Source: an optimization exercise on an open RTL-to-GDS flow (aim: small area, a short achievable clock period and few clock cycles). Production flows keep margins and buffers that such runs may drop. Where RTL was checked, it was by simulation tests only, not by an equivalence proof against the original. Power figures rest on the tool's default switching activity, not on a simulated workload.

==> flow/design.v <==
module pvc_sram_exerciser (
    input  wire        clk,
    input  wire        rst,
    input  wire        start,
    input  wire [2:0]  cfg_sel,
    input  wire        cfg_rw,
    input  wire        cfg_ret,
    input  wire        cfg_siz,
    output wire        busy,
    output wire        done,
    output wire        fault,
    output wire [3:0]  fault_code,
    output wire        verdict_fail,
    output reg  [31:0] fail_count,
    output wire        ev_valid,
    output reg  [2:0]  ev_kind,
    output wire [31:0] ev_data,
    input  wire        ev_ready,
    input  wire        rsp_valid,
    input  wire [2:0]  rsp_nsym,
    input  wire        rsp_z,
    input  wire [7:0]  rsp_byte,
    input  wire [2:0]  rec_idx,
    output wire        rec_addr_valid,
    output wire [19:0] rec_addr,
    output wire [7:0]  rec_label,
    output reg  [1:0]  rec_kind,
    output reg  [7:0]  rec_expect,
    output wire [7:0]  rec_act_val,
    output wire [7:0]  rec_act_zmask
);
    localparam [2:0] EV_XACT = 3'd1;
    localparam [2:0] EV_TRS  = 3'd2;
    localparam [2:0] EV_IND  = 3'd3;
    localparam [7:0] NEEDLE = 8'hA5;
    localparam [2:0] PH_TRS = 3'd0;
    localparam [2:0] PH_FLT = 3'd1;
    localparam [2:0] PH_SZ0 = 3'd2;    
    localparam [2:0] PH_SZN = 3'd3;    
    localparam [2:0] PH_SZR = 3'd4;    
    localparam [2:0] PH_SW  = 3'd5;    
    localparam [2:0] PH_RET = 3'd6;    
    localparam [2:0] PH_VRD = 3'd7;
    reg        run_q, done_q, fault_q;
    reg        fcode_q;                
    reg        wt;                     
    reg [2:0]  phase;
    reg [1:0]  step;
    reg [2:0]  pat;
    reg        ind;
    reg [18:0] addr;
    reg [2:0]  sel_r;
    reg        rw_r, ret_r, siz_r;
    reg [2:0]  plab;
    reg        full;
    reg [2:0]  rec_l_q [0:7];
    reg [2:0]  rec_p_q [0:7];
    reg        rec_z_q [0:7];
    reg [7:0]  rec_v_q [0:7];
    reg [18:0] rec_a_q [0:7];
    function [7:0] pat_val;
        input [2:0] p;
        begin
            case (p)
                3'd0: pat_val = 8'hAA;
                3'd1: pat_val = 8'h55;
                3'd2: pat_val = 8'hF0;
                3'd3: pat_val = 8'h0F;
                3'd4: pat_val = 8'hCC;
                3'd5: pat_val = 8'h33;
                3'd6: pat_val = 8'hFF;
                default: pat_val = 8'h00;
            endcase
        end
    endfunction
    wire has_cs2 = ~sel_r[2] & ~sel_r[0];           
    wire m13 = |sel_r;                              
    wire m15 = sel_r[2] | sel_r[1];                 
    wire m17 = sel_r[2] | (sel_r[1] & sel_r[0]);    
    wire m18 = sel_r[2];                            
    wire [18:0] amask = {m18, m17, m15, m15, m13, m13, 13'h1FFF};
    wire at_last = &(addr | ~amask);
    wire a_hi0   = ~|addr[18:7];
    wire a_lo127 = &addr[6:0];
    wire [18:0] addr_inc = addr + 19'd1;
    wire is_ind  = (phase == PH_SW) && (step == 2'd0);
    wire is_xact = (phase != PH_TRS) && (phase != PH_VRD) && !is_ind;
    wire nz      = full | (|fail_count[2:0]);
    reg        c_we, c_oe, c_cs1, c_cs2;
    reg [7:0]  d_out;
    reg [2:0]  lab;
    always @(*) begin
        c_we = 1'b0; c_oe = 1'b0; c_cs1 = 1'b0; c_cs2 = 1'b0;
        d_out = 8'd0;
        lab = 3'd0;
        ev_kind = EV_XACT;
        case (phase)
            PH_TRS: ev_kind = EV_TRS;
            PH_FLT: begin
                c_we = 1'b1; c_cs1 = (step != 2'd2); c_cs2 = (step != 2'd0);
                lab = {1'b0, step} + 3'd1;
            end
            PH_SZ0, PH_SZN: begin
                if (step[0]) begin
                    c_we = 1'b1; c_oe = 1'b1; c_cs1 = 1'b1; c_cs2 = 1'b1;
                end else begin
                    c_oe = 1'b1;
                    d_out = (phase == PH_SZN) ? NEEDLE : 8'd0;
                end
            end
            PH_SZR: begin
                c_we = 1'b1;
                lab = 3'd4;
            end
            PH_SW: begin
                case (step)
                    2'd0: begin
                        ev_kind = EV_IND;
                        d_out = {7'd0, ~ind};
                    end
                    2'd1: begin
                        c_oe = 1'b1;
                        d_out = pat_val(pat);
                    end
                    2'd2: begin
                        c_we = 1'b1; c_oe = 1'b1; c_cs1 = 1'b1; c_cs2 = 1'b1;
                        lab = 3'd5;
                    end
                    default: begin
                        c_we = 1'b1;
                        lab = 3'd6;
                    end
                endcase
            end
            PH_RET: begin
                c_we = 1'b1;
                lab = 3'd7;
            end
            default: ev_kind = {2'b10, nz};      
        endcase
    end
    assign ev_data = {c_we, c_oe, c_cs1, c_cs2 & has_cs2, 1'b0,
                      addr[18:7] & {12{~is_ind}}, addr[6:0], d_out};
    wire rsp_one = rsp_valid && (rsp_nsym == 3'd1);
    wire rsp_bad = wt && rsp_valid && (rsp_nsym != 3'd1);
    assign ev_valid = run_q && (!wt || (rsp_one && phase != PH_VRD));
    wire   adv      = ev_valid && ev_ready;
    assign busy  = run_q;
    assign done  = done_q;
    assign fault = fault_q;
    assign fault_code   = {fcode_q, 2'b11, fcode_q};
    assign verdict_fail = nz;
    wire [7:0] pv = pat_val(pat);
    reg mm;
    always @(*) begin
        case (plab)
            3'd4:        mm = !rsp_z && (rsp_byte == NEEDLE);
            3'd6, 3'd7:  mm = rsp_z || (rsp_byte != pv);
            default:     mm = !rsp_z;
        endcase
    end
    wire fire   = wt && rsp_one && (plab != 3'd0) && mm;
    wire sat    = &fail_count;
    wire rec_we = fire && !full;
    wire        dec   = plab[2] & (plab[1] | ~plab[0]);
    wire [18:0] raddr = (addr - {18'd0, dec}) & amask;
    always @(posedge clk) begin
        if (rst) begin
            run_q   <= 1'b0;
            done_q  <= 1'b0;
            fault_q <= 1'b0;
            wt      <= 1'b0;
        end else if (!run_q) begin
            if (start && !fault_q) begin
                done_q <= 1'b0;
                if (cfg_sel > 3'd4) begin
                    fault_q <= 1'b1;
                    fcode_q <= 1'b0;
                end else begin
                    run_q <= 1'b1;
                end
            end
        end else begin
            if (rsp_bad) begin
                run_q   <= 1'b0;
                wt      <= 1'b0;
                fault_q <= 1'b1;
                fcode_q <= 1'b1;
            end else if (adv) begin
                wt <= is_xact;
                if (phase == PH_VRD) begin
                    run_q  <= 1'b0;
                    done_q <= 1'b1;
                end
            end else if (rsp_valid) begin
                wt <= 1'b0;
            end
        end
    end
    always @(posedge clk) begin
        if (!run_q) begin
            if (start) begin
                sel_r <= cfg_sel;
                rw_r  <= cfg_rw;
                ret_r <= cfg_ret;
                siz_r <= cfg_siz;
                phase <= PH_TRS;
                step  <= 2'd0;
                pat   <= 3'd7;
                ind   <= 1'b0;
                addr  <= 19'd0;
            end
        end else if (adv) begin
            plab <= lab;
            case (phase)
                PH_TRS, PH_FLT: begin
                    if (phase == PH_TRS && has_cs2) begin
                        phase <= PH_FLT;
                        step  <= 2'd0;
                    end else if (phase == PH_FLT && step != 2'd2) begin
                        step <= step + 2'd1;
                    end else begin
                        step <= 2'd0;
                        if (siz_r)     phase <= PH_SZ0;
                        else if (rw_r) phase <= PH_SW;
                        else           phase <= PH_VRD;
                    end
                end
                PH_SZ0: begin
                    step <= ~step;
                    if (step[0]) begin
                        if (at_last) begin
                            phase <= PH_SZN;
                            addr  <= 19'd0;
                        end else begin
                            addr <= addr_inc;
                        end
                    end
                end
                PH_SZN: begin
                    step <= ~step;
                    if (step[0]) begin
                        phase <= PH_SZR;
                        addr  <= 19'd1;
                    end
                end
                PH_SZR: begin
                    if (at_last) begin
                        addr  <= 19'd0;
                        step  <= 2'd0;
                        phase <= rw_r ? PH_SW : PH_VRD;
                    end else begin
                        addr <= addr_inc;
                    end
                end
                PH_SW: begin
                    case (step)
                        2'd0: begin
                            step <= 2'd1;
                            ind  <= ~ind;
                            if (a_hi0) pat <= pat + 3'd1;
                        end
                        2'd1, 2'd2: step <= step + 2'd1;
                        default: begin
                            if (at_last) begin
                                addr <= 19'd0;
                                step <= 2'd0;
                                if (ret_r)             phase <= PH_RET;
                                else if (pat == 3'd7)  phase <= PH_VRD;
                            end else begin
                                addr <= addr_inc;
                                step <= a_lo127 ? 2'd0 : 2'd1;
                            end
                        end
                    endcase
                end
                PH_RET: begin
                    if (at_last) begin
                        addr  <= 19'd0;
                        step  <= 2'd0;
                        phase <= (pat == 3'd7) ? PH_VRD : PH_SW;
                    end else begin
                        addr <= addr_inc;
                    end
                end
                default: ;
            endcase
        end
    end
    always @(posedge clk) begin
        if (!run_q) begin
            if (start) begin
                fail_count <= 32'd0;
                full       <= 1'b0;
            end
        end else if (fire && !sat) begin
            fail_count <= fail_count + 32'd1;
            if (&fail_count[2:0]) full <= 1'b1;
        end
    end
    always @(posedge clk) begin
        if (run_q && rec_we) begin
            rec_l_q[fail_count[2:0]] <= plab;
            rec_p_q[fail_count[2:0]] <= pat;
            rec_z_q[fail_count[2:0]] <= rsp_z;
            rec_v_q[fail_count[2:0]] <= rsp_byte & {8{~rsp_z}};
            rec_a_q[fail_count[2:0]] <= raddr;
        end
    end
    reg [1:0] rk_d [0:7];
    reg [7:0] re_d [0:7];
    integer i;
    always @(*) begin
        for (i = 0; i < 8; i = i + 1) begin
            case (rec_l_q[i])
                3'd4: begin
                    rk_d[i] = 2'd2;
                    re_d[i] = NEEDLE;
                end
                3'd6, 3'd7: begin
                    rk_d[i] = 2'd0;
                    re_d[i] = pat_val(rec_p_q[i]);
                end
                default: begin
                    rk_d[i] = 2'd1;
                    re_d[i] = 8'd0;
                end
            endcase
        end
    end
    wire [2:0] r_l = rec_l_q[rec_idx];
    assign rec_label      = {5'd0, r_l};
    assign rec_addr_valid = r_l[2];
    assign rec_addr       = {1'b0, rec_a_q[rec_idx]};
    assign rec_act_val    = rec_v_q[rec_idx];
    assign rec_act_zmask  = {8{rec_z_q[rec_idx]}};
    always @(*) begin
        rec_kind   = rk_d[rec_idx];
        rec_expect = re_d[rec_idx];
    end
endmodule
==> flow/config.mk <==
export PLATFORM = sky130hd
export DESIGN_NAME = pvc_sram_exerciser
export DESIGN_NICKNAME = pvc_sram_exerciser
export VERILOG_FILES = /design/flow/design.v
export SDC_FILE = /design/flow/constraint.sdc
export NUM_CORES = 4
export LEC_CHECK = 0
export CAP_MARGIN = 20
export CORE_MARGIN = 2
export CORE_UTILIZATION = 55
export CTS_BUF_LIST = sky130_fd_sc_hd__clkbuf_8
export CTS_CLUSTER_DIAMETER = 60
export CTS_CLUSTER_SIZE = 18
export SETUP_SLACK_MARGIN = 1.5
export SLEW_MARGIN = 20
==> flow/constraint.sdc <==
create_clock -name core_clock -period 5.0 [get_ports {clk}]
set_input_delay 1.0000 -clock core_clock [delete_from_list [all_inputs] [get_ports {clk}]]
set_output_delay 1.0000 -clock core_clock [all_outputs]
set_load 0.01 [all_outputs]
standard.sh (not shown) runs the stock make flow with config.mk's settings and CLKGATE_MAP_FILE= SYNTH_SCRIPT=/design/flow/synth_recipe.tcl, a recipe that flattens the netlist after the stock synthesis.
==> flow/flow/run.sh <==
#!/bin/bash
# The standard layout, with plain buffers (buf_2) on the ports instead of
# the delay buffers buffer_ports picks by default. make's full output goes
# to standard.log in the work folder.
set -euo pipefail
export BUFFER_PORTS_ARGS="-buffer_cell sky130_fd_sc_hd__buf_2"
bash standard.sh finish > standard.log 2>&1
Testbench counts at the start, summed over its fixed seeds: cycles 1,723,440.
Change:
--- a/flow/design.v
+++ b/flow/design.v
@@ -82,7 +82,7 @@
     wire at_last = &(addr | ~amask);
     wire a_hi0   = ~|addr[18:7];
     wire a_lo127 = &addr[6:0];
-    wire [18:0] addr_inc = addr + 19'd1;
+    wire [18:0] addr_inc = (addr + 19'd1) & amask;
     wire is_ind  = (phase == PH_SW) && (step == 2'd0);
     wire is_xact = (phase != PH_TRS) && (phase != PH_VRD) && !is_ind;
     wire nz      = full | (|fail_count[2:0]);
@@ -229,28 +229,22 @@
                 PH_SZ0: begin
                     step <= ~step;
                     if (step[0]) begin
-                        if (at_last) begin
-                            phase <= PH_SZN;
-                            addr  <= 19'd0;
-                        end else begin
-                            addr <= addr_inc;
-                        end
+                        addr <= addr_inc;
+                        if (at_last) phase <= PH_SZN;
                     end
                 end
                 PH_SZN: begin
                     step <= ~step;
                     if (step[0]) begin
                         phase <= PH_SZR;
-                        addr  <= 19'd1;
+                        addr  <= addr_inc;
                     end
                 end
                 PH_SZR: begin
+                    addr <= addr_inc;
                     if (at_last) begin
-                        addr  <= 19'd0;
                         step  <= 2'd0;
                         phase <= rw_r ? PH_SW : PH_VRD;
-                    end else begin
-                        addr <= addr_inc;
                     end
                 end
                 PH_SW: begin
@@ -262,41 +256,41 @@
                         end
                         2'd1, 2'd2: step <= step + 2'd1;
                         default: begin
+                            addr <= addr_inc;
                             if (at_last) begin
-                                addr <= 19'd0;
                                 step <= 2'd0;
                                 if (ret_r)             phase <= PH_RET;
                                 else if (pat == 3'd7)  phase <= PH_VRD;
                             end else begin
-                                addr <= addr_inc;
                                 step <= a_lo127 ? 2'd0 : 2'd1;
                             end
                         end
                     endcase
                 end
                 PH_RET: begin
+                    addr <= addr_inc;
                     if (at_last) begin
-                        addr  <= 19'd0;
                         step  <= 2'd0;
                         phase <= (pat == 3'd7) ? PH_VRD : PH_SW;
-                    end else begin
-                        addr <= addr_inc;
                     end
                 end
                 default: ;
             endcase
         end
     end
-    always @(posedge clk) begin
-        if (!run_q) begin
-            if (start) begin
-                fail_count <= 32'd0;
-                full       <= 1'b0;
-            end
-        end else if (fire && !sat) begin
-            fail_count <= fail_count + 32'd1;
-            if (&fail_count[2:0]) full <= 1'b1;
+    wire [31:0] fc_ones;    
+    assign fc_ones[0] = 1'b1;
+    genvar g;
+    generate
+        for (g = 1; g < 32; g = g + 1) begin : g_ones
+            assign fc_ones[g] = fc_ones[g-1] & fail_count[g-1];
         end
+    endgenerate
+    wire inc = fire && !sat;
+    wire clr = !run_q && start;
+    always @(posedge clk) begin
+        fail_count <= clr ? 32'd0 : fail_count ^ (fc_ones & {32{inc}});
+        full       <= !clr && (full || (inc && fc_ones[3]));
     end
     always @(posedge clk) begin
         if (run_q && rec_we) begin
What happened: First-iteration DRC count came out higher by about 13%. Via count came out higher by about 3.4%. Worst setup slack gets worse by 87 ps. Critical path depth came out higher by 1. Wire length came out higher by about 2%. Combinational power hardly moves.
For the second run of this note, only the layout was checked, not whether the RTL still works.

==> afterwards: timing with drivers on the ports <==
The results above use ideal ports. As a check the final layouts listed here were re-extracted and re-timed, cells and wires unchanged. Step 1 assumes that a clkbuf_16 drives the clock port and a buf_2 every other input. Step 2 adds t to the input delays and takes it off the output delays; t is the mean of the earliest and latest rising clock arrival at the registers after step 1. Input paths then give back, and output paths get back, about the clock's delay inside the block. Slacks: ideal / step 1 / step 2; pairs: ideal / step 1.
run	shift t [ns]	slack for setup (ns)	worst hold slack (ns)	worst setup path at the end	worst slew at a driven data input, ns
the first run	0.647	1.462 / 1.412 / 1.360	0.499 / 0.499 / 0.499	input to register	0.08
the second run	0.645	1.375 / 1.327 / 1.327	0.492 / 0.492 / 0.492	input to output	0.06
After both steps every run listed still meets setup and hold. The setup slack of the first run, which loses most, moves by -0.050 ns with the drivers and by -0.102 ns with both steps.
